From an optimization exercise on the open Yosys and OpenROAD flow, aimed at small area, a short achievable clock period and few clock cycles per item; shortcuts taken in it are not production practice. Only simulation tests tie the RTL to the original design; equivalence was not proved. No driver is modelled on the clock port, so clock power and skew are understated where the tree is cut down; a real chip needs a root buffer or a tree. Power is estimated from default activity; no workload was simulated.

==> flow/design.v (outline; a module is shown in full before it is edited, if it fits) <==
// module esq1_core: 2274 lines
module esq1_core (
    input  wire        clk,
    input  wire        rst,
    input  wire        cmd_valid,
    output wire        cmd_ready,
    input  wire [31:0] cmd,
    output reg         done,
    output reg  [15:0] res,
    output reg  [2:0]  err,
    output reg  [7:0]  sub,
    output reg  [15:0] pos,
    output reg         sticky
);
  // ...
==> flow/flow/run.sh <==
#!/bin/bash
# The standard layout (the standard.sh: standard synthesis, floorplan,
# placement, CTS, routing) with these changes to how it is made:
# - ORFS's timing repair aims below the clock period: repair_timing treats a
#   path as failing until its slack reaches SETUP_SLACK_MARGIN ns, so the
#   sized netlist runs well under the 10 ns clock;
# - the port buffers are buf_4 (ORFS would pick a delay cell);
# - CTS clusters up to 25 sinks per leaf buffer (within 80 um) and adds no
#   dummy loads;
# - after CTS, post_cts.tcl rebuilds the top of the clock tree: the clock
#   port drives four buffers, one per region, that drive the leaf buffers
#   (retree.tcl); the tree stays balanced, one level shallower;
# - after global routing, post_grt.tcl repairs antennas with a margin so
#   detailed routing needs no antenna re-route passes.
# The SDC and every other setting stay the standard flow's.
set -euo pipefail
here=$(pwd)
bash standard.sh SETUP_SLACK_MARGIN=6.8 \
  "BUFFER_PORTS_ARGS=-buffer_cell sky130_fd_sc_hd__buf_4" \
  "CTS_ARGS=-sink_clustering_enable -repair_clock_nets -sink_clustering_size 25 -sink_clustering_max_diameter 80 -dont_use_dummy_load" \
  POST_CTS_TCL="$here/flow/post_cts.tcl" \
  POST_GLOBAL_ROUTE_TCL="$here/flow/post_grt.tcl" \
  finish > flow_standard.log 2>&1
==> flow/flow/post_cts.tcl <==
# POST_CTS hook: rebuild the top of the clock tree (see retree.tcl), then
# legalize the new buffers and repair timing again on the new tree.
source [file join [file dirname [info script]] retree.tcl]
retree_clock 4
detailed_placement
estimate_parasitics -placement
repair_timing_helper
detailed_placement
check_placement -verbose
==> flow/flow/post_grt.tcl <==
# POST_GLOBAL_ROUTE hook: repair antennas once more with a 30% margin on the
# antenna ratios, so that the detailed routes, which differ from the global
# ones, rarely break the rule and need no repair-and-reroute pass after
# detailed routing; then write the route guides again.
repair_antennas -ratio_margin 30 -iterations 5
check_placement -verbose
check_antennas -report_file $::env(REPORTS_DIR)/grt_antennas_margin.log
write_guides $::env(RESULTS_DIR)/route.guide
==> flow/flow/retree.tcl <==
# Rebuild the top of the clock tree: the clock port drives NROOT buffers
# directly, each driving the leaf buffers of one region, in place of the
# root buffer and the middle level that CTS builds.
proc retree_clock { {nroot 4} {master_name sky130_fd_sc_hd__clkbuf_16} } {
  set block [ord::get_db_block]
  set db [ord::get_db]
  set master [$db findMaster $master_name]
  set port_net [[$block findBTerm clk] getNet]
  # walk the buffer tree from the port
  set level [list $port_net]
  set bufs {}
  set leaves {}
  while {[llength $level]} {
    set next {}
    foreach net $level {
      foreach it [$net getITerms] {
        if {![$it isInputSignal] && [$it getIoType] ne "INPUT"} { continue }
        set inst [$it getInst]
        set m [[$inst getMaster] getName]
        if {[string match "*clkbuf*" $m] || [string match "*clkinv*" $m]} {
          # output net of the buffer
          set onet ""
          foreach oit [$inst getITerms] { if {[$oit getIoType] eq "OUTPUT"} { set onet [$oit getNet] } }
          set drives_buf 0
          foreach it2 [$onet getITerms] {
            if {[$it2 getIoType] eq "INPUT"} {
              set m2 [[[$it2 getInst] getMaster] getName]
              if {[string match "*clkbuf*" $m2] || [string match "*clkinv*" $m2]} { set drives_buf 1 }
            }
          }
          if {$drives_buf} { lappend bufs $inst; lappend next $onet } else { lappend leaves $inst }
        }
      }
    }
    set level $next
  }
  puts "retree: [llength $bufs] upper buffers, [llength $leaves] leaf buffers"
  # leaf positions
  set pts {}
  foreach l $leaves { set bb [$l getBBox]; lappend pts [list $l [expr {([$bb xMin]+[$bb xMax])/2}] [expr {([$bb yMin]+[$bb yMax])/2}]] }
  # k-means into nroot clusters, seeded by splitting on x then y medians
  set n [llength $pts]
  set sx [lsort -integer -index 1 $pts]
  set cents {}
  set half [expr {$n/2}]
  foreach part [list [lrange $sx 0 [expr {$half-1}]] [lrange $sx $half end]] {
    set sy [lsort -integer -index 2 $part]
    set h2 [expr {[llength $sy]/2}]
    foreach q [list [lrange $sy 0 [expr {$h2-1}]] [lrange $sy $h2 end]] {
      set cx 0; set cy 0
      foreach p $q { set cx [expr {$cx+[lindex $p 1]}]; set cy [expr {$cy+[lindex $p 2]}] }
      lappend cents [list [expr {$cx/[llength $q]}] [expr {$cy/[llength $q]}]]
    }
  }
  set cents [lrange $cents 0 [expr {$nroot-1}]]
  for {set iter 0} {$iter < 20} {incr iter} {
    set groups {}
    for {set k 0} {$k < $nroot} {incr k} { lappend groups {} }
    foreach p $pts {
      set best 0; set bd 1e30
      for {set k 0} {$k < $nroot} {incr k} {
        set c [lindex $cents $k]
        set d [expr {abs([lindex $p 1]-[lindex $c 0]) + abs([lindex $p 2]-[lindex $c 1])}]
        if {$d < $bd} { set bd $d; set best $k }
      }
      lset groups $best [concat [lindex $groups $best] [list $p]]
    }
    set cents {}
    foreach g $groups {
      set cx 0; set cy 0
      foreach p $g { set cx [expr {$cx+[lindex $p 1]}]; set cy [expr {$cy+[lindex $p 2]}] }
      set c [expr {max(1,[llength $g])}]
      lappend cents [list [expr {$cx/$c}] [expr {$cy/$c}]]
    }
  }
  # remove the upper buffers and their nets
  foreach b $bufs {
    foreach it [$b getITerms] {
      set net [$it getNet]
      if {$net ne "NULL" && [$it getIoType] eq "OUTPUT"} { $it disconnect; odb::dbNet_destroy $net } elseif {$net ne "NULL"} { $it disconnect }
    }
    odb::dbInst_destroy $b
  }
  # new roots
  for {set k 0} {$k < $nroot} {incr k} {
    set inst [odb::dbInst_create $block $master "clkroot_$k"]
    set net [odb::dbNet_create $block "clknet_root_$k"]
    $net setSigType CLOCK
    set c [lindex $cents $k]
    $inst setLocation [lindex $c 0] [lindex $c 1]
    $inst setPlacementStatus PLACED
    foreach it [$inst getITerms] {
      set mt [[$it getMTerm] getName]
      if {$mt eq "A"} { $it connect $port_net }
      if {$mt eq "X"} { $it connect $net }
    }
    foreach p [lindex $groups $k] {
      set l [lindex $p 0]
      foreach it [$l getITerms] { if {[[$it getMTerm] getName] eq "A"} { $it connect $net } }
    }
    puts "retree: root $k at $c drives [llength [lindex $groups $k]] leaves"
  }
}
==> flow/standard.sh <==
#!/bin/bash
# synth_recipe.tcl (not shown) runs the flow's synth.tcl, then flattens the netlist and writes it again
# the make line also repeats each setting of config.mk as NAME=value (left out here)
make -C /OpenROAD-flow-scripts/flow DESIGN_CONFIG=/design/flow/config.mk WORK_HOME=/design/flow/orfs CLKGATE_MAP_FILE= SYNTH_SCRIPT=/design/flow/synth_recipe.tcl "${@:-finish}"
==> flow/config.mk <==
export PLATFORM = sky130hd
export DESIGN_NAME = esq1_core
export DESIGN_NICKNAME = esq1_core
export VERILOG_FILES = /design/flow/design.v
export SDC_FILE = /design/flow/constraint.sdc
export NUM_CORES = 8
export LEC_CHECK = 0
export ABC_AREA = 1
export CAP_MARGIN = 20
export CORE_MARGIN = 2
export CORE_UTILIZATION = 40
export PLACE_DENSITY = 0.55
export SLEW_MARGIN = 20
==> flow/constraint.sdc <==
create_clock -name core_clock -period 10.0 [get_ports {clk}]
set_input_delay 2.0000 -clock core_clock [delete_from_list [all_inputs] [get_ports {clk}]]
set_output_delay 2.0000 -clock core_clock [all_outputs]
set_load 0.01 [all_outputs]
==> out/qor.yml, run 1 <==
top_regs: "name x48, c1 x32"
placed_cells: 12477
so.violations: "max-capacitance violations"
grt_usage_pct: 47.6
synthMuxAreaShare_pct: 0
synth_edf_count: 0
busiest_layer: "met2"
status: "failed layout checks"
grt_util_met1_pct: 61.4
cap_violations: 1
grt_pass1_vias: 77406
slew-limit-headroom_pct: 0.696
dieHeight_um: 450
p_total_mw: 12.9
power_leader: "registers"
clkPwrFrac_pct: 36.8
r2r_slack_ns: 6.06
path_max_fanout: 10
maxSlewViolCount: 0
crit_required_ns: 10.57
drc_errors: 0
via_count: 87606
top_layer: "met5"
fin_tns_setup_ns: 0
seqPwrFrac_pct: 58.0
synth_cells: 10042
clock_latency_ns: 0.72
ys_async_sr_fraction_pct: 0
synth.top_cells.by_area: "dfxtp_1 47%, o221ai_1 16%, nand2_1 13%"
design.seq.count: 1851
taps: 2640
Testbench counts, summed over its fixed seeds: cycles 13,560, cmds 13,544.
==> run 2, diff against run 1 <==
--- a/flow/design.v
+++ b/flow/design.v
@@ -2253,22 +2253,40 @@
         ext       <= n_ext;
         res_we    <= ok1 & n_res_we;
         srst_x    <= ok1 & n_srst;
         errf_x    <= ok1 & (n_err != E_NONE);
         err_x     <= n_err;
         sub_x     <= n_sub;
         pos_x     <= n_pos;
     end
+    reg        v3, ext3, res_we3, srst3, errf3;
+    reg [7:0]  rd3;
+    reg [3:0]  hnib3;
+    reg [2:0]  err3;
+    reg [7:0]  sub3;
+    reg [15:0] pos3;
     always @(posedge clk) begin
-        done <= vx & ~rst;
-        err  <= err_x;
-        sub  <= sub_x;
-        pos  <= pos_x;
-        if (rst || srst_x) begin
+        v3      <= vx & ~rst;
+        rd3     <= rd;
+        hnib3   <= hnib;
+        ext3    <= ext;
+        res_we3 <= res_we & ~rst;
+        srst3   <= srst_x;
+        errf3   <= errf_x & ~rst;
+        err3    <= err_x;
+        sub3    <= sub_x;
+        pos3    <= pos_x;
+    end
+    always @(posedge clk) begin
+        done <= v3 & ~rst;
+        err  <= err3;
+        sub  <= sub3;
+        pos  <= pos3;
+        if (rst || srst3) begin
             res    <= 16'd0;
             sticky <= 1'b0;
         end else begin
-            if (res_we) res <= {ext ? {8{rd[7]}} : {4'd0, hnib}, rd};
-            if (errf_x) sticky <= 1'b1;
+            if (res_we3) res <= {ext3 ? {8{rd3[7]}} : {4'd0, hnib3}, rd3};
+            if (errf3) sticky <= 1'b1;
         end
     end
 endmodule
--- a/flow/flow/run.sh
+++ b/flow/flow/run.sh
@@ -10,14 +10,14 @@
 # - after CTS, post_cts.tcl rebuilds the top of the clock tree: the clock
 #   port drives four buffers, one per region, that drive the leaf buffers
 #   (retree.tcl); the tree stays balanced, one level shallower;
 # - after global routing, post_grt.tcl repairs antennas with a margin so
 #   detailed routing needs no antenna re-route passes.
 # The SDC and every other setting stay the standard flow's.
 set -euo pipefail
 here=$(pwd)
-bash standard.sh SETUP_SLACK_MARGIN=6.8 \
+bash standard.sh SETUP_SLACK_MARGIN=7.0 \
   "BUFFER_PORTS_ARGS=-buffer_cell sky130_fd_sc_hd__buf_4" \
   "CTS_ARGS=-sink_clustering_enable -repair_clock_nets -sink_clustering_size 25 -sink_clustering_max_diameter 80 -dont_use_dummy_load" \
   POST_CTS_TCL="$here/flow/post_cts.tcl" \
   POST_GLOBAL_ROUTE_TCL="$here/flow/post_grt.tcl" \
   finish > flow_standard.log 2>&1
==> out/qor.yml, run 2 <==
status: "no timing/DRC/antenna violations"  # was failed layout checks
seqPwrFrac_pct: 58.7  # was 58.0%
power_switching_mw: 3.29  # was 3.31 mW
r2r-end: "rd3[4]"  # was res[6]
clock_latency_ns: 0.70  # was 0.72 ns
synth_top_area_share_pct: 47.0  # was 46.5%
critPathMaxStageDelay_ns: 0.84  # was 0.59 ns
first_iter_violations: 14416  # was 15312
synth_cells: 10070  # was 10042
path_common_cell: "nand2_1"  # unchanged
avgViaCountPerCell: 6.65  # was 6.85
fmax_ghz: 0.299  # was 0.254 GHz
syn_nets: 10105  # was 10077
slew-limit-headroom_pct: 10.5  # was 0.696%
critPathLaunch: "lrow[8]"  # was lcol[5]
ir_worst_vdd_v: 0.000239  # was 0.000245 V
ff2ff_path_depth: 8  # was 13
fin_tns_setup_ns: 0  # unchanged
crit_required_ns: 10.56  # was 10.57 ns
path_max_fanout: 9  # was 10
place_hpwl_um: 323000  # was 374000 µm
io_pins: 81  # unchanged
startpoint_type: "flip-flop"  # unchanged
top_regs: "name x48, c1 x32"  # unchanged
synth_edf_count: 0  # unchanged
syn2layout_area_growth_pct: 14.2  # was 13.7%
finalCriticalPeriod_ns: 3.35  # was 3.94 ns
r2r_slack_ns: 6.65  # was 6.06 ns
combPwrFrac_pct: 5.3  # was 5.2%
intPower_mw: 9.76  # was 9.57 mW
fillers: 19899  # was 19705
cp.arrival_ns: 3.90  # was 4.51 ns
routed_wl_um: 453000  # was 506000 µm
ys_seq_area_share_pct: 47.0  # was 46.5%
crit_buf_inv: 1  # was 3
yosysTopAreaCell: "dfxtp_1"  # unchanged
hp-class: "flip-flop to flip-flop"  # unchanged
ys_types: 67  # was 60
clock_sinks: 1895  # was 1851
antenna_found_initial: 45  # was 75
mostFrequentLayoutCells: "2444 x nand2_1, 1811 x dfxtp_1, 1559 x inv_1"  # was 2631 x nand2_1, 1771 x dfxtp_1, 1431 x o221ai_1
finalCritPeriodShare_pct: 33.5  # was 39.4%
synthTopCellsByCount: "2558 x nand2_1, 1895 x dfxtp_1, 1591 x inv_1"  # was 2741 x nand2_1, 1851 x dfxtp_1, 1470 x inv_1
num_rows: 164  # was 163
skew_ns: 0.0673  # was 0.0769 ns
maxSlewViolCount: 0  # unchanged
gp_congestion: 1.12  # was 1.21
clk_pin_slew_ns: 0.11  # was 0.10 ns
fin_nets: 10207  # was 10097
drc_errors: 0  # unchanged
via_count: 85597  # was 87606
crit_slowest_cell: "nand4_1"  # unchanged
place.port_buffers: 79  # unchanged
drt_pass1_iterations: 9  # unchanged
ys_warn_count: 1  # unchanged
start_util_pct: 40.3  # about the same
grt_max_degree: 144  # was 130
core_area_um2: 200000  # was 198000 µm²
p_sw_share_pct: 25.2  # was 25.7%
finalHoldViolCount: 0  # unchanged
syn_area_um2: 80700  # was 79600 µm²
cp.depth: 8  # was 13
endpoint_kind: "flip-flop"  # unchanged
grt_usage_pct: 42.1  # was 47.6%
synth.avg_cell_area_um2: 8.01  # was 7.93 µm²
drive_above_1_share_pct: 11.0  # was 10.4%
final_common_cell: "nand2_1"  # unchanged
regMostFlops: "name"  # unchanged
fin_util_pct: 46.0  # was 45.8%
dieArea_um2: 205000  # was 203000 µm²
clkPwrFrac_pct: 36.0  # was 36.8%
dieHeight_um: 453  # was 450 µm
cap_violations: 0  # was 1
r2r_start: "lrow[8]"  # was lcol[5]
die_w_um: 453  # was 450 µm
finalSetupViolCount: 0  # unchanged
powerDensity_nw_per_um2: 142  # about the same
crit_end: "rd3[4]"  # was res[6]
p_total_mw: 13.0  # was 12.9 mW
grt_pass1_wl_um: 620000  # was 675000 µm
critical_path.cell_chain: "nand2_1, clkinv_1, nand2_1, o2111ai_1, nor4_4, nand4_1, o41ai_2, nand3_1"  # was buf_12, nand2_1, clkinv_2, nand2_1, nand4_1, nor3_4, o2111ai_4, nor3_4, nand4_1, o41ai_2, nand3_2, nand2_1, inv_1
ant_nets: 0  # unchanged
fin_worst_hold_slack_ns: 0.277  # was 0.298 ns
largest_reg_flops: 48  # unchanged
grt-ovfl-total: 0  # unchanged
path_delay_family: "simple AND/OR/NAND/NOR gates"  # unchanged
path_class: "flip-flop to flip-flop"  # unchanged
yosysMostFrequentCell: "nand2_1"  # unchanged
worst_slew_pin_slew_ns: 1.34  # was 1.48 ns
ys_async_sr_fraction_pct: 0  # unchanged
synth_seq_cells: 1895  # was 1851
synthFlopType: "dfxtp_1"  # unchanged
leakage_nw: 33.1  # was 32.8 nW
wl_per_cell_um: 35.2  # was 39.6 µm
grt_pass1_vias: 77706  # was 77406
synth.top_cells.by_area: "dfxtp_1 47%, o221ai_1 16%, nand2_1 12%"  # was dfxtp_1 47%, o221ai_1 16%, nand2_1 13%
-- run 2: cell types whose count changed after synthesis, moves of 29 or more --
cell	previous run	this run
inv_1	1470	1591
nand3_1	188	136
o221ai_1	1431	1475
dfxtp_1	1851	1895
nand2_1	2741	2558
nor2_1	304	333
o22ai_1	289	327
-- run 2: cells by family after synthesis --
logic type,after synthesis,share of synthesized area [%]
simple gates,3333,16.7
compound gates,2718,26.3
buf+inv,2123,9.99
flops,1895,47.0
other cells,1,0.00465
-- run 2: power by group through the flow --
stage          combinational [mW]  sequential [mW]  clock, mW
2_1_floorplan               0.300             7.79          0
3_3_place_gp                0.579             7.83          0
3_5_place_dp                0.578             7.83          0
6_report                    0.690             7.65       4.70
-- run 2: area by class of cell, without the clock buffers --
type                            instances  area (µm²)  share of cell area (%)
Multi-Input combinational cell       6052       37000                    40.2
Buffer                                  4         100                   0.109
Tap cell                             2656        3320                    3.61
Antenna cell                           41         103                   0.111
Sequential cell                      1895       38100                    41.3
Inverter                             1680        6460                    7.01
Timing Repair Buffer                  426        4200                    4.56
-- run 2: stage by stage --
stage | setup WS (ns) | cell area (µm²) | cells
2_1_floorplan | 6.86 | 80700 | 10070
3_3_place_gp | 4.51 | 84200 | 12504
3_5_place_dp | 5.75 | 84300 | 12511
6_report | 6.65 | 92100 | 12867
-- run 2: worst min-delay path by stage --
stage	start	endpoint	slack, ns	depth (start not counted)
after floorplan	err_x[0]	err3[0]	0.31	0
after global placement	pos_x[9]	pos3[9]	0.31	0
after detailed placement	err_x[0]	err3[0]	0.31	0
final	pos3[2]	pos[2]	0.28	0
-- run 2: layer usage --
layer | GRT usage [%] | vias to the layer above | routed length, µm
li1 | - | 35915 | -
met1 | 54.2 | 41653 | 170000
met2 | 59.3 | 6590 | 182000
met3 | 14.2 | 1401 | 63100
met4 | 28.5 | 38 | 37700
met5 | 0.0700 | - | 263
Testbench counts of run 2, summed over its fixed seeds: cycles 13,568, cmds 13,544.

-- re-timing with driven ports --
The results above use ideal ports. As a check the final layouts listed here were re-extracted and re-timed, cells and wires unchanged. Step 1 assumes that a clkbuf_16 drives the clock port and a buf_2 every other input. Step 2 also shifts input and output timing later by t, the mid clock arrival at the registers, as if the neighbouring blocks saw the same clock. a / b / c = ideal / step 1 / step 2; a / b = the first two.
run	t, ns	setup slack, ns	worst register clock-pin slew, ns	pins driven straight from the clock port
run 1	0.896	6.059 / 6.059 / 6.027	0.11 / 0.11	4
run 2	0.867	6.652 / 6.618 / 6.332	0.11 / 0.11	4
The setup slack of run 2, which loses most, moves by -0.034 ns with the drivers and by -0.320 ns with both steps.
